Background: an optimization exercise with open tools, aiming at small area, a short achievable clock period and few clock cycles. Do not read the settings as production practice.
The RTL was checked by simulation tests, not by an equivalence proof against the original design.

== fjord ==
==> flow/design.v <==
module bcd_codec (
    input  wire        clk,
    input  wire        rst,
    input  wire        start,
    input  wire        op,        
    input  wire [63:0] amt,
    input  wire [4:0]  scale,
    input  wire [47:0] bcd_in,
    output wire        ready,
    output reg         done,
    output wire        error,
    output wire [47:0] result
);
    localparam [1:0] P_DD = 2'd0, P_CAP = 2'd1, P_DEC = 2'd2;
    reg         busy;
    reg         first;     
    reg  [1:0]  phase;
    reg         op_q;
    reg         err_q;     
    reg         zero_q;    
    reg  [2:0]  ptr;       
    reg  [4:0]  sc;        
    reg         found;     
    reg  [2:0]  newtop;    
    reg  [63:0] b_q;       
    reg  [52:0] acc;       
    reg  [23:0] init;      
    reg         r_op, r_err;    
    wire last = (ptr == 3'd0) & (phase != P_CAP);
    assign ready = ~busy | last;
    wire accept = start & ready;
    reg  [63:0] groups;    
    reg  [7:0]  nze;       
    reg  [3:0]  nzd;       
    reg  [11:0] bad;
    integer i;
    always @(*) begin
        groups = 64'd0;
        for (i = 0; i < 4; i = i + 1)
            groups[16*i +: 10] = {bcd_in[12*i+8 +: 4], 6'b0} + {bcd_in[12*i+8 +: 4], 5'b0}
                               + {bcd_in[12*i+8 +: 4], 2'b0}
                               + {bcd_in[12*i+4 +: 4], 3'b0} + {bcd_in[12*i+4 +: 4], 1'b0}
                               + bcd_in[12*i +: 4];
        for (i = 0; i < 8; i = i + 1) nze[i] = |amt[8*i +: 8];
        for (i = 0; i < 4; i = i + 1) nzd[i] = |bcd_in[12*i +: 12];
        for (i = 0; i < 12; i = i + 1)
            bad[i] = bcd_in[4*i+3] & (bcd_in[4*i+2] | bcd_in[4*i+1]);
    end
    reg [7:0] ohe;
    reg [3:0] ohd;
    reg [2:0] tope, topd;
    reg [7:0] top_b;       
    reg [9:0] top_g;       
    always @(*) begin
        tope  = 3'd0;
        topd  = 3'd0;
        top_b = 8'd0;
        top_g = 10'd0;
        for (i = 0; i < 8; i = i + 1) begin
            ohe[i] = nze[i] & ~(|(nze >> (i + 1)));
            if (ohe[i]) tope = i[2:0];
            top_b = top_b | (amt[8*i +: 8] & {8{ohe[i]}});
        end
        for (i = 0; i < 4; i = i + 1) begin
            ohd[i] = nzd[i] & ~(|(nzd >> (i + 1)));
            if (ohd[i]) topd = i[2:0];
            top_g = top_g | (groups[16*i +: 10] & {10{ohd[i]}});
        end
    end
    wire quick = op ? (|bad) : (scale >= 5'd22);
    reg [11:0] md;         
    reg        mc;
    reg [3:0]  mm;
    integer    mj, mk;
    always @(*) begin
        md = 12'd0;
        for (mk = 7; mk >= 0; mk = mk - 1) begin
            mc = top_b[mk];
            for (mj = 0; mj < 3; mj = mj + 1) begin
                mm = dcell(md[4*mj +: 4]);
                md[4*mj +: 4] = {mm[2:0], mc};
                mc = mm[3];
            end
        end
    end
    wire early = op ? (|nzd[3:1]) & ~(|bad)
                    : (|nze[7:1]) & (scale <= 5'd3 || (scale >= 5'd6 && scale < 5'd22));
    reg [23:0] init_v;
    always @(*) begin
        init_v = 24'd0;
        if (early) begin
            if (op)
                init_v[13:4] = top_g;
            else
                case (scale)
                    5'd0: init_v[12 +: 12] = md;
                    5'd1: init_v[8 +: 12]  = md;
                    5'd2: init_v[4 +: 12]  = md;
                    default: init_v[0 +: 12] = md;
                endcase
        end
    end
    reg  [7:0]  psel;
    reg  [7:0]  bsel;
    reg  [9:0]  grp;
    always @(*) begin
        bsel = 8'd0;
        grp  = 10'd0;
        for (i = 0; i < 8; i = i + 1) begin
            psel[i] = (ptr == i);
            bsel = bsel | (b_q[8*i +: 8] & {8{psel[i]}});
        end
        for (i = 0; i < 4; i = i + 1)
            grp = grp | (b_q[16*i +: 10] & {10{ptr[1:0] == i}});
    end
    wire [7:0]  bits   = bsel & {8{~zero_q}};
    wire [52:0] acc_in = first ? {29'd0, init} : acc;
    function [3:0] dcell;
        input [3:0] a;
        begin
            dcell[3] = (a[2] & a[1]) | (a[2] & a[0]);
            dcell[2] = (a[3] & a[0]) | (a[2] & ~a[1] & ~a[0]);
            dcell[1] = a[3] | (~a[2] & a[1]) | (a[2] & ~a[1] & ~a[0]) | (a[1] & a[0]);
            dcell[0] = a[3] | (~a[2] & a[0]) | (a[2] & ~a[0]);
        end
    endfunction
    wire       cap_ph = (phase == P_CAP);
    wire [3:0] inj = {~cap_ph & (sc == 5'd0), ~cap_ph & (sc == 5'd1), ~cap_ph & (sc == 5'd2),
                      cap_ph | (sc[4:1] != 4'd0 && sc != 5'd2)};
    reg  [12:0] tap;
    always @(*) begin
        tap = 13'd0;
        for (i = 0; i < 13; i = i + 1) tap[i] = (sc == i + 1);
        if (sc > 5'd13) tap[12] = 1'b1;
    end
    reg [51:0] dd_acc;
    reg        dd_ovf;
    reg [7:0]  cap;
    reg        c;
    reg [3:0]  m;
    integer j, k;
    always @(*) begin
        dd_acc = acc_in[51:0];
        dd_ovf = acc_in[52];
        cap    = 8'd0;
        for (k = 7; k >= 0; k = k - 1) begin
            c = 1'b0;
            for (j = 0; j < 13; j = j + 1) begin
                if (j < 4) c = c | (bits[k] & inj[j]);
                m = dcell(dd_acc[4*j +: 4]);
                dd_acc[4*j +: 4] = {m[2:0], c};
                c = m[3];
                cap[k] = cap[k] | (c & tap[j]);
            end
            dd_ovf = dd_ovf | c;
        end
    end
    wire [39:0] h  = acc_in[43:4];
    wire [39:0] o1 = {h[29:0], 10'b0}, o2 = ~{h[34:0], 5'b0};
    wire [39:0] o3 = {h[36:0], 3'b0},  o4 = {30'd0, grp};
    wire [39:0] s1 = o1 ^ o2 ^ o3;
    wire [39:0] c1 = {((o1[38:0] & o2[38:0]) | (o1[38:0] & o3[38:0]) | (o2[38:0] & o3[38:0])), 1'b0};
    wire [39:0] s2 = s1 ^ c1 ^ o4;
    wire [39:0] c2 = {((s1[38:0] & c1[38:0]) | (s1[38:0] & o4[38:0]) | (c1[38:0] & o4[38:0])), 1'b1};
    reg  [39:0] hg, hp, ng, np, hor;
    integer s;
    always @(*) begin
        hg = s2 & c2;
        hp = s2 ^ c2;
        for (s = 1; s < 40; s = s * 2) begin
            ng = hg;
            np = hp;
            for (i = 0; i < 40; i = i + 1)
                if ((i / s) % 2 == 1) begin
                    ng[i] = hg[i] | (hp[i] & hg[(i/s)*s-1]);
                    np[i] = hp[i] & hp[(i/s)*s-1];
                end
            hg = ng;
            hp = np;
        end
        hor = s2 ^ c2 ^ {hg[38:0], 1'b0};
    end
    always @(posedge clk) begin
        if (rst) begin
            busy <= 1'b0;
            done <= 1'b0;
        end else begin
            done <= busy & last;
            if (accept)
                busy <= 1'b1;
            else if (last)
                busy <= 1'b0;
        end
    end
    wire [4:0] sc_drop = (sc > 5'd13) ? 5'd13 : sc;    
    always @(posedge clk) begin
        if (busy & last) begin
            r_op  <= op_q;
            r_err <= err_q;
        end
        init <= accept ? init_v : 24'd0;
        if (accept) begin
            first  <= 1'b1;
            op_q   <= op;
            err_q  <= |bad;
            zero_q <= ~op & (scale >= 5'd22);
            b_q    <= op ? groups : amt;
            phase  <= op ? P_DEC : (scale >= 5'd4 && scale < 5'd22) ? P_CAP : P_DD;
            ptr    <= quick ? 3'd0 : (op ? topd : tope) - {2'd0, early};
            sc     <= (scale >= 5'd4) ? scale - 5'd3 : scale;
            found  <= 1'b0;
        end else begin
            first <= 1'b0;
            ptr   <= ptr - 3'd1;
            if (phase == P_CAP) begin
                for (i = 0; i < 8; i = i + 1)
                    if (psel[i]) b_q[8*i +: 8] <= cap;
                if (~found && cap != 8'd0) begin
                    found  <= 1'b1;
                    newtop <= ptr;
                end
                if (ptr == 3'd0) begin
                    first <= 1'b1;
                    found <= 1'b0;
                    ptr   <= found ? newtop : 3'd0;
                    sc    <= (sc == sc_drop) ? 5'd3 : sc - sc_drop;
                    if (sc == sc_drop) phase <= P_DD;
                end
            end
        end
        if (phase == P_DEC)
            acc <= {acc_in[52:44], hor, acc_in[3:0]};
        else
            acc <= {dd_ovf, dd_acc};
    end
    reg  [47:0] w;
    reg  [11:0] nine;
    always @(*) begin
        for (i = 0; i < 12; i = i + 1) begin
            w[4*i +: 4] = acc[4+4*i +: 4];
            if (~r_op & acc[4+4*i+3]) w[4*i+1 +: 2] = 2'b00;
            nine[i] = acc[4+4*i+3] & acc[4+4*i];
        end
    end
    wire        rnd = acc[2] & (acc[1] | acc[0]);
    reg  [47:0] inc;
    reg  [3:0]  d;
    always @(*) begin
        for (i = 0; i < 12; i = i + 1) begin
            d = w[4*i +: 4];
            if (rnd && (&(nine | ~((12'd1 << i) - 12'd1))))
                inc[4*i +: 4] = nine[i] ? 4'd0 : d + 4'd1;
            else
                inc[4*i +: 4] = d;
        end
    end
    wire enc_ovf = acc[52] | (rnd & (&nine));
    assign result = inc;
    assign error  = r_op ? r_err : enc_ovf;
endmodule
clock: 8.0 ns
lec_check: 0
abc_area: 1
cap_margin: 20
core_margin: 2
core_utilization: 40
place_density: 0.6
setup_slack_margin: 3.0
slew_margin: 20
run.sh (not shown) runs the stock make flow with config.mk's settings and CLKGATE_MAP_FILE= SYNTH_SCRIPT=/design/flow/synth_recipe.tcl, a recipe that flattens the netlist after the stock synthesis.
Testbench counts of fjord, summed over its fixed seeds: cycles 7,944.
Changes in yarrow relative to fjord:
-- flow/design.v --
<<< fjord, line 25
    reg  [63:0] b_q;       
    reg  [52:0] acc;       
    reg  [23:0] init;      
    reg         r_op, r_err;    
    wire last = (ptr == 3'd0) & (phase != P_CAP);
>>> yarrow, line 25
    reg  [63:0] b_q;       
    reg  [52:0] acc;       
    reg  [11:0] init;      
    reg         r_op, r_err;    
    wire last = (ptr == 3'd0) & (phase != P_CAP);
<<< fjord, line 86
    wire early = op ? (|nzd[3:1]) & ~(|bad)
                    : (|nze[7:1]) & (scale <= 5'd3 || (scale >= 5'd6 && scale < 5'd22));
    reg [23:0] init_v;
    always @(*) begin
        init_v = 24'd0;
        if (early) begin
            if (op)
                init_v[13:4] = top_g;
            else
                case (scale)
                    5'd0: init_v[12 +: 12] = md;
                    5'd1: init_v[8 +: 12]  = md;
                    5'd2: init_v[4 +: 12]  = md;
                    default: init_v[0 +: 12] = md;
                endcase
        end
    end
    reg  [7:0]  psel;
    reg  [7:0]  bsel;
>>> yarrow, line 86
    wire early = op ? (|nzd[3:1]) & ~(|bad)
                    : (|nze[7:1]) & (scale <= 5'd3 || (scale >= 5'd6 && scale < 5'd22));
    wire [11:0] init_v = ~early ? 12'd0 : op ? {2'd0, top_g} : md;
    reg  [7:0]  psel;
    reg  [7:0]  bsel;
<<< fjord, line 115
    end
    wire [7:0]  bits   = bsel & {8{~zero_q}};
    wire [52:0] acc_in = first ? {29'd0, init} : acc;
    function [3:0] dcell;
        input [3:0] a;
>>> yarrow, line 101
    end
    wire [7:0]  bits   = bsel & {8{~zero_q}};
    wire [3:0]  at = {~op_q & (sc == 5'd0), ~op_q & (sc == 5'd1),
                      op_q | (sc == 5'd2), ~op_q & (sc[4:1] != 4'd0) & (sc != 5'd2)};
    wire [23:0] init_at = ({12'd0, init} & {24{at[0]}}) | ({8'd0, init, 4'd0} & {24{at[1]}})
                        | ({4'd0, init, 8'd0} & {24{at[2]}}) | ({init, 12'd0} & {24{at[3]}});
    wire [52:0] acc_in = first ? {29'd0, init_at} : acc;
    function [3:0] dcell;
        input [3:0] a;
<<< fjord, line 156
        end
    end
    wire [39:0] h  = acc_in[43:4];
    wire [39:0] o1 = {h[29:0], 10'b0}, o2 = ~{h[34:0], 5'b0};
    wire [39:0] o3 = {h[36:0], 3'b0},  o4 = {30'd0, grp};
>>> yarrow, line 146
        end
    end
    wire [39:0] h  = first ? {30'd0, init[9:0]} : acc[43:4];
    wire [39:0] o1 = {h[29:0], 10'b0}, o2 = ~{h[34:0], 5'b0};
    wire [39:0] o3 = {h[36:0], 3'b0},  o4 = {30'd0, grp};
<<< fjord, line 199
            r_err <= err_q;
        end
        init <= accept ? init_v : 24'd0;
        if (accept) begin
            first  <= 1'b1;
>>> yarrow, line 189
            r_err <= err_q;
        end
        init <= accept ? init_v : 12'd0;
        if (accept) begin
            first  <= 1'b1;
<<< fjord, line 230
        end
        if (phase == P_DEC)
            acc <= {acc_in[52:44], hor, acc_in[3:0]};
        else
            acc <= {dd_ovf, dd_acc};
>>> yarrow, line 220
        end
        if (phase == P_DEC)
            acc <= {9'd0, hor, 4'd0};
        else
            acc <= {dd_ovf, dd_acc};
[summary]
Comparing yarrow and fjord, the lower routed length on met3 was measured on fjord.
The run showing the greater global-route usage is yarrow.
Multi-input combinational cell area came out higher on yarrow than on fjord.
On yarrow: largest incremental delay on the critical path is 110 ps lower than what fjord gave.
Taking fjord as the reference, in yarrow number of hold-slack violations in the final timing report now sits at about the same level; routed wire length moved up; final cell utilization of the core rose 1.6 points; met1 layer wirelength in the final routing saw an increase.
yarrow vs. fjord: final instance count without filler cells went down by 0.54%.
Testbench counts of yarrow, summed over its fixed seeds: cycles 7,944.

[afterwards: timing with drivers on the ports]
The flow's constraints put no driver on any port. The routed layouts listed below were extracted and timed again, unchanged, in two steps. Step 1: set_driving_cell puts a clkbuf_16 on clk and a buf_2 on each other input, an assumption about the parent block. Step 2, shift: input delay + t, output delay - t, t = (earliest + latest rising clock arrival at the registers) / 2. This alone moves slack from input paths to output paths. a / b / c = ideal ports / drivers / drivers and shift; a / b = the first two.
run	t (ns)	setup slack, ns	worst setup path after step 2	slew at the worst register clock pin (ns)	pins driven straight from the clock port
fjord	0.550	3.016 / 2.971 / 2.502	input to register	0.09 / 0.09	1
yarrow	0.512	3.105 / 3.105 / 2.680	input to register	0.07 / 0.07	1
After both steps setup and hold are still met in every run listed. For fjord, which loses most, drivers alone change the setup slack by -0.045 ns; drivers and shift together by -0.514 ns.
